Context: an optimization exercise on an open-source flow, tuned for small area, a short achievable clock period and few clock cycles. The choices shown serve that exercise and are no tape-out recipe. No run shown here included a check of the RTL's function; only the layout flow was run.

==> design/flow/design.v <==
module lz4crc (
    input  wire        clk,
    input  wire        rst,             
    input  wire        cmd_valid,
    output wire        cmd_ready,
    input  wire [7:0]  cmd_op,
    input  wire [31:0] cmd_src,
    input  wire [31:0] cmd_len,
    input  wire [31:0] cmd_dst,
    input  wire [31:0] cmd_cap,
    output reg         done,
    output reg  [7:0]  status,
    output reg  [31:0] result,
    output wire        mem_req,
    output wire        mem_we,
    output wire [29:0] mem_addr,
    output wire [3:0]  mem_wstrb,
    output wire [31:0] mem_wdata,
    input  wire        mem_gnt,
    input  wire        mem_rvalid,
    input  wire [31:0] mem_rdata
);
    localparam [7:0] ST_OK           = 8'h01;
    localparam [7:0] ST_SRC_OVERRUN  = 8'h20;
    localparam [7:0] ST_DST_OVERRUN  = 8'h21;
    localparam [7:0] ST_BAD_OFFSET   = 8'h22;
    localparam [7:0] ST_ILLEGAL_OP   = 8'h30;
    localparam [7:0] ST_BAD_RANGE    = 8'h31;
    localparam [7:0] ST_UNAVAILABLE  = 8'h32;
    localparam [1:0] K_ILL = 2'd0, K_CRC = 2'd1, K_COMP = 2'd2, K_DEC = 2'd3;
    localparam [3:0] S_IDLE  = 4'd0,
                     S_CHECK = 4'd1,
                     S_CRC   = 4'd2,
                     S_TOK   = 4'd3,     
                     S_LEXT  = 4'd4,     
                     S_LCHK  = 4'd5,     
                     S_LIT   = 4'd6,     
                     S_MEXT  = 4'd7,     
                     S_MCHK  = 4'd8,     
                     S_MCOPY = 4'd9,     
                     S_CHK2  = 4'd10;    
    reg [3:0]  state;
    reg [1:0]  kind;
    reg [31:0] sa;              
    reg [31:0] s_left;          
    reg [31:0] wp;              
    reg [31:0] c_left;          
    reg [31:0] opos;            
    reg [32:0] acc;             
    reg [3:0]  mnib;
    reg [15:0] offset;
    reg        se32, de32;      
    reg [29:0] rq;              
    reg [1:0]  pos;             
    reg [1:0]  nval;            
    reg [1:0]  outs;            
    reg [2:0]  disc;            
    reg [31:0] w0, w1, w2;
    reg        msrc;            
    reg        per;             
    reg [1:0]  ph;              
    reg [1:0]  mw;              
    reg [3:0]  dh;              
    function [31:0] crc_f32;
        input [31:0] c;
        integer k;
        reg [31:0] x;
        begin
            x = c;
            for (k = 0; k < 32; k = k + 1)
                x = (x >> 1) ^ (x[0] ? 32'h82F63B78 : 32'd0);
            crc_f32 = x;
        end
    endfunction
    wire [1:0] wl      = wp[1:0];
    wire       st_lit  = (state == S_LIT);
    wire       st_copy = st_lit || (state == S_MCOPY);
    wire       acc_nz  = (acc != 33'd0);
    wire       st_off  = st_lit && !acc_nz;             
    wire       st_ext  = (state == S_LEXT) || (state == S_MEXT);
    wire       st_hdr1 = (state == S_TOK) || st_ext;    
    wire       use_per = (state == S_MCOPY) && per;
    wire [1:0] xl      = wl;
    wire [2:0] off3    = offset[2:0];
    wire [63:0] wb = {w1, w0};
    wire [31:0] y  = wb[8*pos +: 32];
    reg  [31:0] xw;
    integer j;
    reg [2:0] d, rel;
    always @(*) begin
        for (j = 0; j < 4; j = j + 1) begin
            d = j[2:0] - {1'b0, xl};
            if (use_per) begin
                rel = {1'b0, ph} + d;
                case (off3)
                    3'd1: rel = 3'd0;
                    3'd2: rel = {2'b0, rel[0]};
                    3'd3: rel = (rel >= 3'd3) ? rel - 3'd3 : rel;
                    default: rel = {1'b0, rel[1:0]};
                endcase
            end else
                rel = d;
            xw[8*j +: 8] = y[8*rel[1:0] +: 8];
        end
    end
    wire [2:0] room    = 3'd4 - {1'b0, wl};
    wire       acc_lt4 = (acc[32:2] == 31'd0);
    wire [2:0] ncopy   = (acc_lt4 && ({1'b0, acc[1:0]} < room)) ? {1'b0, acc[1:0]} : room;
    wire       s_ge4   = (s_left[31:2] != 30'd0);
    wire       s_nz    = (s_left != 32'd0);
    wire       s_one   = (s_left == 32'd1);
    wire [3:0] have    = {nval, 2'b00};                 
    wire [2:0] nhdr    = st_off ? 3'd2 : (state == S_CRC) ? (s_ge4 ? 3'd4 : 3'd1) : 3'd1;
    wire [2:0] nwr     = use_per ? off3 : ncopy;
    wire [2:0] nhdr_c  = (st_copy && acc_nz) ? ncopy : nhdr;    
    wire [2:0] nneed   = st_copy && acc_nz ? nwr : nhdr;
    wire       have_ok = (have >= ({2'b0, pos} + {1'b0, nneed}));
    wire wr_rdy  = st_copy && acc_nz && have_ok;
    wire hdr_rdy = (st_hdr1 || (state == S_CRC) || (st_off && !s_one)) && s_nz && have_ok;
    wire [2:0] inwin  = {1'b0, nval} + {1'b0, outs};
    wire [5:0] fetched = {1'b0, inwin, 2'b00};
    wire [5:0] s_low  = {2'b0, s_left[3:0]} + {4'b0, pos};
    wire       s_more = s_nz && ((s_left[31:4] != 28'd0) || (s_low > fetched));
    wire [5:0] a_low  = {2'b0, acc[3:0]} + {4'b0, pos} + (msrc ? 6'd0 : 6'd2);
    wire       a_more = (acc[32:4] != 29'd0) || (a_low > fetched);
    wire [5:0] h_low  = {4'b0, pos} + {3'b0, nhdr};
    wire       h_more = (h_low > fetched);
    reg        lim_ok;
    always @(*) begin
        case (state)
            S_LIT:   lim_ok = a_more;       
            S_MEXT:  lim_ok = h_more;
            S_MCHK:  lim_ok = 1'b0;
            default: lim_ok = 1'b1;
        endcase
    end
    wire       rd_act = (state != S_IDLE) && (state != S_CHECK) && (state != S_CHK2);
    wire       rd_ok  = msrc ? (per ? (mw != 2'd0) : ((dh != 4'd0) && a_more)) : (s_more && lim_ok);
    wire       rd_rdy = rd_act && !wr_rdy && (inwin < 3'd3) && !disc[2] && rd_ok;
    assign mem_req   = wr_rdy || rd_rdy;
    assign mem_we    = wr_rdy;
    assign mem_addr  = wr_rdy ? wp[31:2] : rq;
    wire [3:0] lanes_n = (ncopy == 3'd1) ? 4'b0001 : (ncopy == 3'd2) ? 4'b0011 :
                         (ncopy == 3'd3) ? 4'b0111 : 4'b1111;
    assign mem_wstrb = wr_rdy ? (lanes_n << wl) : 4'b0000;
    assign mem_wdata = xw;
    assign cmd_ready = (state == S_IDLE);
    wire wr_go = wr_rdy && mem_gnt;
    wire rd_go = rd_rdy && mem_gnt;
    wire       cons   = hdr_rdy || (wr_go && !use_per);
    wire [2:0] ncons  = nhdr_c;
    wire [2:0] posn   = {1'b0, pos} + ncons;
    wire       shift  = cons && posn[2];
    wire       load   = mem_rvalid && (disc == 3'd0);
    wire       drop   = mem_rvalid && (disc != 3'd0);
    wire [1:0] nv_s   = nval - {1'b0, shift};
    wire [1:0] outs_n = outs + {1'b0, rd_go} - {1'b0, load};
    wire [2:0] disc_d = disc - {2'b0, drop};
    wire [2:0] disc_n = disc_d + {1'b0, outs_n};
    wire [7:0] hb = y[7:0];    
    wire        chk      = (state == S_CHECK);
    wire [32:0] sas      = chk ? ({1'b0, sa} + {1'b0, s_left}) : ({1'b0, sa} - {1'b0, s_left});
    wire [32:0] opa      = {1'b0, opos} + {1'b0, acc[31:0]};        
    wire [32:0] cla      = {1'b0, c_left} - {1'b0, acc[31:0]};
    wire        acc_gt_c = acc[32] || cla[32];
    wire        acc_gt_s = acc[32] || (acc[31:0] > s_left);
    wire [31:0] sln      = s_left - {29'd0, nhdr_c};
    wire        src_wrap = se32 && (sa != 32'd0);
    wire        dst_wrap = de32 && (opos != 32'd0);
    wire        overlap  = (s_left != 32'd0) && (c_left != 32'd0) &&
                           ({1'b0, rq, pos} < {de32, opos}) && ({1'b0, wp} < {se32, sa});
    wire [32:0] acc_sum  = {1'b0, acc[31:0]} + (st_copy ? {30'h3FFFFFFF, ~ncopy + 3'd1} : {25'd0, hb});
    wire [31:0] mstart   = wp - {16'd0, offset};
    wire [4:0]  dh0      = wp[6:2] - mstart[6:2];
    wire        bad_off  = (offset == 16'd0) || (opos[31:16] == 16'd0 && offset > opos[15:0]);
    wire        crc_tail = !s_ge4;
    wire [31:0] crc_in   = crc_tail ? {c_left[7:0] ^ hb, 24'd0} : (c_left ^ y);
    wire [31:0] crc_nx   = crc_f32(crc_in) ^ (crc_tail ? {8'd0, c_left[31:8]} : 32'd0);
    always @(posedge clk) begin
        if (rst) begin
            state  <= S_IDLE;
            done   <= 1'b0;
            status <= 8'h00;
            result <= 32'd0;
            nval   <= 2'd0;
            outs   <= 2'd0;
            disc   <= 3'd0;
            msrc   <= 1'b0;
            per    <= 1'b0;
        end else begin
            done <= 1'b0;
            if (cons) pos <= posn[1:0];
            if (shift) begin
                w0 <= w1;
                w1 <= w2;
            end
            if (load) begin
                case (nv_s)
                    2'd0: w0 <= mem_rdata;
                    2'd1: w1 <= mem_rdata;
                    default: w2 <= mem_rdata;
                endcase
            end
            nval <= nv_s + {1'b0, load};
            outs <= outs_n;
            disc <= disc_d;
            if (rd_go) rq <= rq + 30'd1;
            if (rd_go && msrc) begin
                mw <= mw - 2'd1;
                dh <= dh - 4'd1;
            end
            if (wr_go) begin
                wp  <= wp + {29'd0, ncopy};
                acc <= acc_sum;
                if (({1'b0, wl} + ncopy) == 3'd4 && dh != 4'd15) dh <= dh + 4'd1;
                if (use_per)
                    case (off3)
                        3'd1: ph <= 2'd0;
                        3'd2: ph <= {1'b0, ph[0] ^ ncopy[0]};
                        3'd3: ph <= (({1'b0, ph} + ncopy) >= 3'd6) ? ({1'b0, ph} + ncopy - 3'd6) :
                                    (({1'b0, ph} + ncopy) >= 3'd3) ? ({1'b0, ph} + ncopy - 3'd3) :
                                    ({1'b0, ph} + ncopy);
                        default: ph <= ph + ncopy[1:0];
                    endcase
            end
            if (cons && state != S_MCOPY)
                s_left <= sln;
            case (state)
                S_IDLE: begin
                    if (cmd_valid) begin
                        kind   <= (cmd_op >= 8'h01 && cmd_op <= 8'h04) ? K_CRC :
                                  (cmd_op == 8'h10) ? K_COMP : (cmd_op == 8'h11) ? K_DEC : K_ILL;
                        sa     <= cmd_src;
                        s_left <= cmd_len;
                        wp     <= cmd_dst;
                        opos   <= cmd_dst;
                        acc    <= {1'b0, cmd_cap};
                        state  <= S_CHECK;
                    end
                end
                S_CHECK: begin
                    sa     <= sas[31:0];
                    se32   <= sas[32];
                    opos   <= opa[31:0];
                    de32   <= opa[32];
                    c_left <= acc[31:0];
                    rq     <= sa[31:2];
                    pos    <= sa[1:0];
                    state  <= S_CHK2;
                end
                S_CHK2: begin
                    nval   <= 2'd0;
                    msrc   <= 1'b0;
                    per    <= 1'b0;
                    opos   <= 32'd0;
                    if (kind == K_CRC) c_left <= 32'hFFFFFFFF;
                    case (kind)
                        K_CRC: begin
                            if (src_wrap) finish(ST_BAD_RANGE, 32'd0);
                            else          state <= S_CRC;
                        end
                        K_COMP: finish(ST_UNAVAILABLE, 32'd0);
                        K_DEC: begin
                            if (src_wrap || dst_wrap || overlap) finish(ST_BAD_RANGE, 32'd0);
                            else                                  state <= S_TOK;
                        end
                        default: finish(ST_ILLEGAL_OP, 32'd0);
                    endcase
                end
                S_CRC: begin
                    if (!s_nz) finish(ST_OK, ~c_left);
                    else if (hdr_rdy) c_left <= crc_nx;
                end
                S_TOK: begin
                    if (!s_nz) finish(ST_SRC_OVERRUN, 32'd0);
                    else if (hdr_rdy) begin
                        mnib  <= hb[3:0];
                        acc   <= {29'd0, hb[7:4]};
                        state <= (hb[7:4] == 4'hF) ? S_LEXT : S_LCHK;
                    end
                end
                S_LEXT, S_MEXT: begin
                    if (!s_nz) finish(ST_SRC_OVERRUN, 32'd0);
                    else if (hdr_rdy) begin
                        acc <= {acc[32] | acc_sum[32], acc_sum[31:0]};
                        if (hb != 8'hFF) state <= (state == S_LEXT) ? S_LCHK : S_MCHK;
                    end
                end
                S_LCHK: begin
                    c_left <= cla[31:0];
                    opos   <= opa[31:0];
                    if (acc_gt_s)      finish(ST_SRC_OVERRUN, 32'd0);
                    else if (acc_gt_c) finish(ST_DST_OVERRUN, 32'd0);
                    else               state <= S_LIT;
                end
                S_LIT: begin
                    if (!acc_nz) begin
                        if (!s_nz)      finish(ST_OK, opos);
                        else if (s_one) finish(ST_SRC_OVERRUN, 32'd0);
                        else if (hdr_rdy) begin
                            offset <= y[15:0];
                            acc    <= {29'd0, mnib} + 33'd4;
                            state  <= (mnib == 4'hF) ? S_MEXT : S_MCHK;
                        end
                    end
                end
                S_MCHK: begin
                    c_left <= cla[31:0];
                    opos   <= opa[31:0];
                    rq   <= mstart[31:2];
                    pos  <= mstart[1:0];
                    nval <= 2'd0;
                    outs <= 2'd0;
                    disc <= disc_n;
                    msrc <= 1'b1;
                    per  <= (offset[15:3] == 13'd0) && (offset[2:0] <= 3'd4);
                    ph   <= 2'd0;
                    mw   <= (({1'b0, mstart[1:0]} + offset[2:0] - 3'd1) >= 3'd4) ? 2'd2 : 2'd1;
                    dh   <= (offset[15:6] != 10'd0 || dh0[4]) ? 4'd15 : dh0[3:0];
                    if (bad_off)       finish(ST_BAD_OFFSET, 32'd0);
                    else if (acc_gt_c) finish(ST_DST_OVERRUN, 32'd0);
                    else               state <= S_MCOPY;
                end
                S_MCOPY: begin
                    if (!acc_nz) begin
                        rq   <= sas[31:2];
                        pos  <= sas[1:0];    
                        nval <= 2'd0;
                        outs <= 2'd0;
                        disc <= disc_n;
                        msrc <= 1'b0;
                        per  <= 1'b0;
                        state <= S_TOK;
                    end
                end
                default: state <= S_IDLE;
            endcase
        end
    end
    task finish;
        input [7:0]  code;
        input [31:0] value;
        begin
            status <= code;
            result <= value;
            done   <= 1'b1;
            state  <= S_IDLE;
            nval   <= 2'd0;
            outs   <= 2'd0;
            disc   <= disc_n;
            msrc   <= 1'b0;
            per    <= 1'b0;
        end
    endtask
endmodule
==> design/flow/run.sh <==
#!/bin/bash
# synth_recipe.tcl (not shown) runs the flow's synth.tcl, then flattens the netlist and writes it again
# the make line also repeats each setting of config.mk as NAME=value (left out here)
make -C /OpenROAD-flow-scripts/flow DESIGN_CONFIG=/design/flow/config.mk WORK_HOME=/design/flow/orfs CLKGATE_MAP_FILE= SYNTH_SCRIPT=/design/flow/synth_recipe.tcl finish
==> design/flow/config.mk <==
export PLATFORM = sky130hd
export DESIGN_NAME = lz4crc
export DESIGN_NICKNAME = lz4crc
export VERILOG_FILES = /design/flow/design.v
export SDC_FILE = /design/flow/constraint.sdc
export NUM_CORES = 4
export LEC_CHECK = 0
export CAP_MARGIN = 20
export CORE_MARGIN = 2
export CORE_UTILIZATION = 40
export SLEW_MARGIN = 20
==> design/flow/constraint.sdc <==
create_clock -name core_clock -period 8.0 [get_ports {clk}]
set_input_delay 1.6000 -clock core_clock [delete_from_list [all_inputs] [get_ports {clk}]]
set_output_delay 1.6000 -clock core_clock [all_outputs]
set_load 0.01 [all_outputs]
==> results of run 1 <==
placed cells by master, fill, tap and decap left out, drive strengths merged, types with 30 or more instances in the layout:
cell type,count
nand2,456
xnor2,448
edfxtp,353
o21ai,329
a21oi,324
ha,316
nor2,303
inv,296
clkdlybuf4s50,282
xor2,163
buf,111
nand3,93
mux2i,87
a21o,76
nor3,73
nor4,61
clkbuf,60
mux4,56
dfxtp,54
nand4,49
nand2b,48
a31oi,45
nor2b,42
and3,34
o2bb2ai,32
a22oi,30
worst paths after layout:
check,end,slack (ns),cells after the start
worst max-delay path,mem_addr[17],0.33,19
worst min-delay path,status[3],0.46,1
worst max register to register,c_left[20],0.62,19
worst min register to register,status[3],0.46,1
logic make-up (layout without fill, tap and decap cells):
group / count (synthesis) / in the layout
simple gates: 1236 / 1236
fa+ha+maj: 337 / 337
xor+xnor: 628 / 628
compound gates: 1070 / 1070
mux: 145 / 145
other cells: 0 / 2
flops: 407 / 407
buf+inv: 461 / 785
worst max-delay path, stage by stage (launching register included):
cell and delay, ns:
sky130_fd_sc_hd__edfxtp_1 0.52, sky130_fd_sc_hd__nor4_2 0.30, sky130_fd_sc_hd__buf_4 0.20, sky130_fd_sc_hd__nand2_1 0.11, sky130_fd_sc_hd__nor2_1 0.40, sky130_fd_sc_hd__and4_2 0.44, sky130_fd_sc_hd__buf_4 0.51, sky130_fd_sc_hd__nor2_1 0.22
sky130_fd_sc_hd__a21oi_1 0.28, sky130_fd_sc_hd__xnor2_1 0.16, sky130_fd_sc_hd__ha_1 0.25, sky130_fd_sc_hd__nand2_1 0.06, sky130_fd_sc_hd__nor2_1 0.03, sky130_fd_sc_hd__o21ai_0 0.19, sky130_fd_sc_hd__nand2b_1 0.10, sky130_fd_sc_hd__nand2_1 0.15
sky130_fd_sc_hd__clkinvlp_4 0.27, sky130_fd_sc_hd__buf_4 0.31, sky130_fd_sc_hd__o21ai_0 0.30, sky130_fd_sc_hd__clkdlybuf4s50_1 0.60
area by class of cell:
cell class	instances	area, um2	area share [%]
diodes	2	5.00	0.0111
clock buffers	60	1390	3.10
clock inverters	38	380	0.846
inverters	294	1110	2.48
multi-input cells	3416	25100	55.9
flip-flops and latches	407	11700	26.0
well taps	1265	1580	3.52
repair buffers	393	3660	8.14
state kept, by name, indices dropped and copies added, names as in the netlist, 3 cells and up:
name and flops:
offset 16, status 8, mnib 4, wp 32, c_left 32, opos 32, state 4, disc 3
sa 32, w0 32, result 32, w1 32, w2 32, rq 30, s_left 32, acc 33
dh 4
stage by stage:
step | setup slack (ns) | instances | TNS, ns
3_5_place_dp | 0.588 | 5774 | 0
2_1_floorplan | 0.116 | 4284 | 0
3_3_place_gp | 0.721 | 5774 | 0
5_1_grt | -0.0139 | 5873 | -0.0139
4_1_cts | 0.255 | 5872 | 0
6_report | 0.334 | 5875 | 0
what timing repair did:
action                     CTS  global route
setup endpoints to repair    0            26
hold buffers                 0             0
gates resized for setup      0             6
setup buffers                0             1
routing by layer:
metal / vias up / routed length [um]
met5: - / 63
met4: 10 / 7140
met3: 320 / 12800
met2: 1672 / 67700
met1: 16500 / 60700
li1: 16000 / -
==> reports/metrics.csv, run 1 <==
stage;metric;value;unit
placement;placed cell areas;43100;um2
finish;Layout Area Growth over Synthesis;16.9;%
synth;largest family of logic cells by synthesized area;compound AO/OA/AOI/OAI gates;
detailed_routing;Pre-antenna DRT Iters;7;
critical_path;worst reg2reg path startpoint;pos[0];
cts;number of clock sinks;407;
min_path;path class of the lowest-slack min-delay path;flip-flop to flip-flop;
critical_path;largest driver fanout on the critical path;50;
job;max cap viols;0;
grt;global-route met2 utilization;47.2;%
detailed_routing;drt initial violations;3838;
synth;proportion of netlist area held by the largest area contributor;27.6;%
synth;number of nets in the synthesized netlist;4794;
placement;routability cong.;0.995;
floorplan;Cell Rows;113;
critical_path;Critical Path Source Type;flip-flop;
floorplan;core outline area;95200;um2
synth;xor and xnor fraction of the mapped netlist area;16.2;%
detailed_routing;total detailed-routing wirelength;148;mm
detailed_routing;Via Count;34500;
grt;Tot GR Track Use;29.3;%
placement;sum of net half-perimeters after detailed placement;116;mm
cts;source-to-sink clock delay at the later pin of the worst-skew pair;0.66;ns
sta;Setup Viol. Count Final;0;
detailed_routing;remaining antenna violation count;0;
critical_path;Crit Path Category;flip-flop to primary output;
floorplan;chip height;314;um
finish;final design instance area without fill;44900;um2
sta;maximum clock skew at final layout;0.0382;ns
grt;vias in the first global route;33100;
synth;Synth Register Bits;407;
sta;Fin Hold WS;0.459;ns
sta;transition time at the pin with the least slew margin;1.21;ns
synth;complex-gate fraction of the synthesized area;17.1;%
grt;initial antenna violation count;9;
min_path;worst hold start;status[3];
cts;largest buffer count on any clock path;3;
finish;number of nets in the finished design;5074;
synth;count of flip-flops with a built-in enable after synthesis;353;
synth;Post-synth ARST share;0;%
critical_path;worst path required time;6.40;ns
sta;highest attainable clock frequency;0.130;GHz
grt;met3 track utilization from global routing;5.08;%
critical_path;worst path arrival time;6.07;ns
sta;relative slew slack;18.8;%
floorplan;Ports;283;
floorplan;die area;98600;um2
run_status;result of the run;complete, no violations;
grt;global-route wire length before repair;217;mm
finish;total of fill cells in the finished design;9201;
synth;Yosys top cell by area;sky130_fd_sc_hd__edfxtp_1;
synth;most common cell in the synthesized netlist;sky130_fd_sc_hd__nand2_1;
synth;Mapped Cells;4284;
cts;clock-pin slew on the worst setup and hold paths;0.06;ns
placement;IO Port Bufs;282;
detailed_routing;via count normalized by instance count;5.88;
finish;share of final-layout standard cells stronger than drive strength 1;7.49;%
critical_path;launch point of the critical path;s_left[17];
synth;share of the yosys chip area belonging to registers;30.4;%
cts;Num CTS Buffers;52;
sta;shortest clock period the worst path allows after layout;7.67;ns
sta;count of final max-slew check failures;0;
synth;synth cell count leaders;sky130_fd_sc_hd__nand2_1 (455), sky130_fd_sc_hd__xnor2_1 (417), sky130_fd_sc_hd__edfxtp_1 (353);
cts;clock tree from TritonCTS;done;
detailed_routing;number of DRC violations after detailed routing;0;
finish;share of the core filled with cells in the final layout;47.2;%
sta;crit share post-route;95.8;%
synth;unique cell type count in the Yosys netlist;83;
synth;multiplexer area fraction after synthesis;5.61;%
grt;GRT overflow;0;
cts;number of levels the H-tree was split into;2;
synth;Avg Cell Area, Syn;8.98;um2
synth;top_reg_cell synth;sky130_fd_sc_hd__edfxtp_1;
synth;share of synthesized cell area in full adder, half adder and majority cells;11.4;%
synth;Synth Area in Simple Gates;14.8;%
grt;gr busiest metal;met2;
synth;synth warn;1;
sta;number of failing hold endpoints at the final stage;0;
detailed_routing;WL/cell;25.3;um
synth;Synth area leaders;sky130_fd_sc_hd__edfxtp_1 (28%), sky130_fd_sc_hd__ha_1 (10%), sky130_fd_sc_hd__xnor2_1 (9.5%);
critical_path;Critical Path End Type;primary output;
floorplan;initial core utilization;40.4;%
synth;cell area after synthesis;38500;um2
grt;largest net degree at the start of global routing;78;
cts;root buf cell;sky130_fd_sc_hd__clkbuf_16;
floorplan;die width;314;um
grt;met1 Usage GRT;38.5;%
==> run 2: changes to the inputs <==
--- a/design/flow/config.mk
+++ b/design/flow/config.mk
@@ -8,4 +8,5 @@
 export CAP_MARGIN = 20
 export CORE_MARGIN = 2
 export CORE_UTILIZATION = 40
+export SETUP_SLACK_MARGIN = 2.5
 export SLEW_MARGIN = 20
==> run 2 against run 1 <==
  * Critical path depth rose by 5
  * Critical path type unchanged
  * Highest routed layer unchanged
==> reports/metrics.csv, run 2 <==
stage;metric;value;unit
run_status;result of the run;complete, no violations;
synth;proportion of netlist area held by the largest area contributor;27.6;%
floorplan;die area;98600;um2
detailed_routing;Pre-antenna DRT Iters;7;
sta;number of failing hold endpoints at the final stage;0;
min_path;worst hold start;status[2];
synth;synth warn;1;
cts;largest buffer count on any clock path;3;
sta;shortest clock period the worst path allows after layout;6.64;ns
sta;Setup Total Neg Slack;0;ns
placement;routability cong.;0.979;
sta;relative slew slack;20.6;%
detailed_routing;number of DRC violations after detailed routing;0;
placement;sum of net half-perimeters after detailed placement;118;mm
detailed_routing;total met3 wirelength after detailed routing;14.1;mm
synth;Mapped Cells;4284;
cts;number of levels the H-tree was split into;2;
sta;unrepaired setup endpoints after global routing;true;
finish;leading cell type in the layout, fill and taps excluded;sky130_fd_sc_hd__buf_4;
critical_path;largest driver fanout on the critical path;6;
sta;transition time at the pin with the least slew margin;1.18;ns
synth;cell area after synthesis;38500;um2
floorplan;die width;314;um
critical_path;worst path required time;6.40;ns
detailed_routing;total detailed-routing wirelength;167;mm
detailed_routing;via count normalized by instance count;5.98;
synth;Synth Register Bits;407;
floorplan;Ports;283;
sta;Setup Viol. Count Final;0;
detailed_routing;drt initial violations;3951;
job;max cap viols;0;
floorplan;core outline area;95200;um2
floorplan;chip height;314;um
synth;top_reg_cell synth;sky130_fd_sc_hd__edfxtp_1;
detailed_routing;WL/cell;26.4;um
critical_path;kind of cell adding the most delay to the critical path;simple AND/OR/NAND/NOR gates;
finish;max reg flops;33;
cts;Num CTS Buffers;52;
finish;Layout Area Growth over Synthesis;41.4;%
finish;Biggest register;acc;
synth;most common cell in the synthesized netlist;sky130_fd_sc_hd__nand2_1;
floorplan;Cell Rows;113;
critical_path;Slowest Stage Delay on Critical Path;0.47;ns
grt;initial antenna violation count;6;
critical_path;depth of the worst register-to-register path;39;
cts;number of clock sinks;407;
critical_path;library cell contributing the largest single delay on the critical path;sky130_fd_sc_hd__edfxtp_1;
sta;maximum clock skew at final layout;0.0329;ns
grt;global-route wire length before repair;237;mm
min_path;hold path endpoint;status[2];
critical_path;Critical Path Source Type;flip-flop;
finish;share of final-layout standard cells stronger than drive strength 1;28.5;%
sta;Fin Hold WS;0.459;ns
synth;count of flip-flops with a built-in enable after synthesis;353;
critical_path;worst path arrival time;5.04;ns
cts;clock-pin slew on the worst setup and hold paths;0.06;ns
synth;share of the yosys chip area belonging to registers;30.4;%
critical_path;Critical path buffers and inverters;8;
critical_path;Crit Path Category;flip-flop to primary output;
detailed_routing;Via Count;37900;
grt;GRT overflow;0;
detailed_routing;Post-Route M1 WL;64.7;mm
floorplan;initial core utilization;40.4;%
cts;source-to-sink clock delay at the later pin of the worst-skew pair;0.69;ns
sta;highest attainable clock frequency;0.151;GHz
detailed_routing;routed length on met2;76.7;mm
detailed_routing;top layer used by detailed routing;met5;
finish;most frequent cells in the layout;sky130_fd_sc_hd__buf_4 (389), sky130_fd_sc_hd__nand2_1 (356), sky130_fd_sc_hd__edfxtp_1 (353);
synth;Avg Cell Area, Syn;8.98;um2
sta;crit share post-route;83.0;%
synth;Yosys top cell by area;sky130_fd_sc_hd__edfxtp_1;
cts;root buf cell;sky130_fd_sc_hd__clkbuf_16;
cts;clock tree from TritonCTS;done;
synth;number of nets in the synthesized netlist;4794;
grt;Tot GR Track Use;32.2;%
min_path;number of stages on the worst hold path;1;
critical_path;flop2flop setup slack;1.40;ns
detailed_routing;remaining antenna violation count;0;
placement;IO Port Bufs;282;
critical_path;Critical Path End Type;primary output;
critical_path;ordered list of cells on the worst path;inv_1, nand4_1, nor3_4, and4_4, o22ai_4, buf_4, a21oi_2, ha_2, inv_2, fa_2, xnor2_2, ha_1, nand2_1, nor2_1, o21ai_1, nand2b_1, nand2_4, buf_12, inv_8, buf_12, buf_16, nand2_4, nand2_2, buf_6;
grt;largest net degree at the start of global routing;106;
finish;number of nets in the finished design;5540;
sta;count of final max-slew check failures;0;
critical_path;worst reg2reg path startpoint;acc[11];
synth;Post-synth ARST share;0;%
critical_path;worst r2r dst;disc[2];
synth;Synth area leaders;sky130_fd_sc_hd__edfxtp_1 (28%), sky130_fd_sc_hd__ha_1 (10%), sky130_fd_sc_hd__xnor2_1 (9.5%);
synth;synth cell count leaders;sky130_fd_sc_hd__nand2_1 (455), sky130_fd_sc_hd__xnor2_1 (417), sky130_fd_sc_hd__edfxtp_1 (353);
grt;vias in the first global route;36000;
synth;unique cell type count in the Yosys netlist;83;
min_path;path class of the lowest-slack min-delay path;flip-flop to flip-flop;
==> run 2: cell counts after synthesis <==
Identical to the previous run, type by type.
==> run 2: worst max path at each step <==
stage                     depth (start not counted)  slack, ns       start          end
after floorplan                                  38       1.83  s_left[10]      disc[2]
after global placement                           19       0.92      pos[0]   c_left[17]
after detailed placement                         32       0.74     acc[24]      disc[2]
after CTS                                        27       1.49     acc[29]  mem_addr[5]
after global routing                             37       1.18     acc[11]      disc[2]
final                                            24       1.36   s_left[7]  mem_addr[5]
==> run 2: cell families after synthesis <==
| kind of cell | count (synthesis) | synth area share (%) |
|---|---|---|
| AOI/OAI and AO/OA | 1070 | 17.1 |
| adders and majority gates | 337 | 11.4 |
| buffers and inverters | 461 | 4.57 |
| DFF | 407 | 30.4 |
| muxes | 145 | 5.61 |
| xor gates and xnor gates | 628 | 16.2 |
| and+or+nand+nor | 1236 | 14.8 |
==> run 2: what timing repair did <==
action	in CTS	in global routing
hold buffers	0	0
hold endpoints to repair	0	0
pin swaps	213	226
setup endpoints to repair	437	391
buffers inserted	315	141
gates resized for setup	881	440
cloned	24	2
==> run 2: area by class of cell <==
| class | count | area (um2) |
|---|---|---|
| diodes | 1 | 2.50 |
| clock buffers | 65 | 1420 |
| flip-flops and latches | 407 | 11700 |
| well taps | 1265 | 1580 |
| repair buffers | 858 | 8670 |
| fillers | 8162 | 40800 |
| clock inverters | 32 | 419 |
| multi-input cells | 3417 | 29500 |
| inverters | 294 | 1140 |
==> run 2: layer usage <==
layer / GRT usage (%) / vias to the layer above
met2: 51.9 / 1990
li1: - / 17000
met5: 0 / -
met3: 5.57 / 495
met4: 18.1 / 6
met1: 40.9 / 18400
==> run 2: metrics by stage <==
stage	setup slack, ns	area (um2)	utilization [%]	cells
global placement	0.915	43500	45.7	5758
detailed placement	0.737	43500	45.7	5758
floorplan	1.83	39300	-	4284
global route	1.18	54400	57.2	6338
CTS	1.49	51400	54.0	6194
finish	1.36	54400	57.2	6339

[what the ideal ports hide]
Ports are ideal in the flow. The routed layouts listed here were re-timed in OpenROAD. Step 1: set_driving_cell puts a clkbuf_16 on clk and a buf_2 on each other input, an assumption about the parent block. Step 2 moves the port delays by t, midway between the first and last clock arrival at a register: inputs arrive t later, outputs are due t later. That takes back most of the time a late clock gives input paths. a / b / c = ideal / step 1 / step 2; a / b = the first two.
run | t, ns | setup WS [ns] | latest minus earliest clock arrival (ns) | worst register clock-pin slew, ns | worst slew at a driven data input, ns
run 1 | 0.708 | 0.334 / 0.266 / 0.623 | 0.038 / 0.038 | 0.07 / 0.07 | 0.16
run 2 | 0.742 | 1.360 / 1.287 / 1.403 | 0.033 / 0.033 | 0.07 / 0.07 | 0.06
After both steps setup and hold are still met in every run listed.
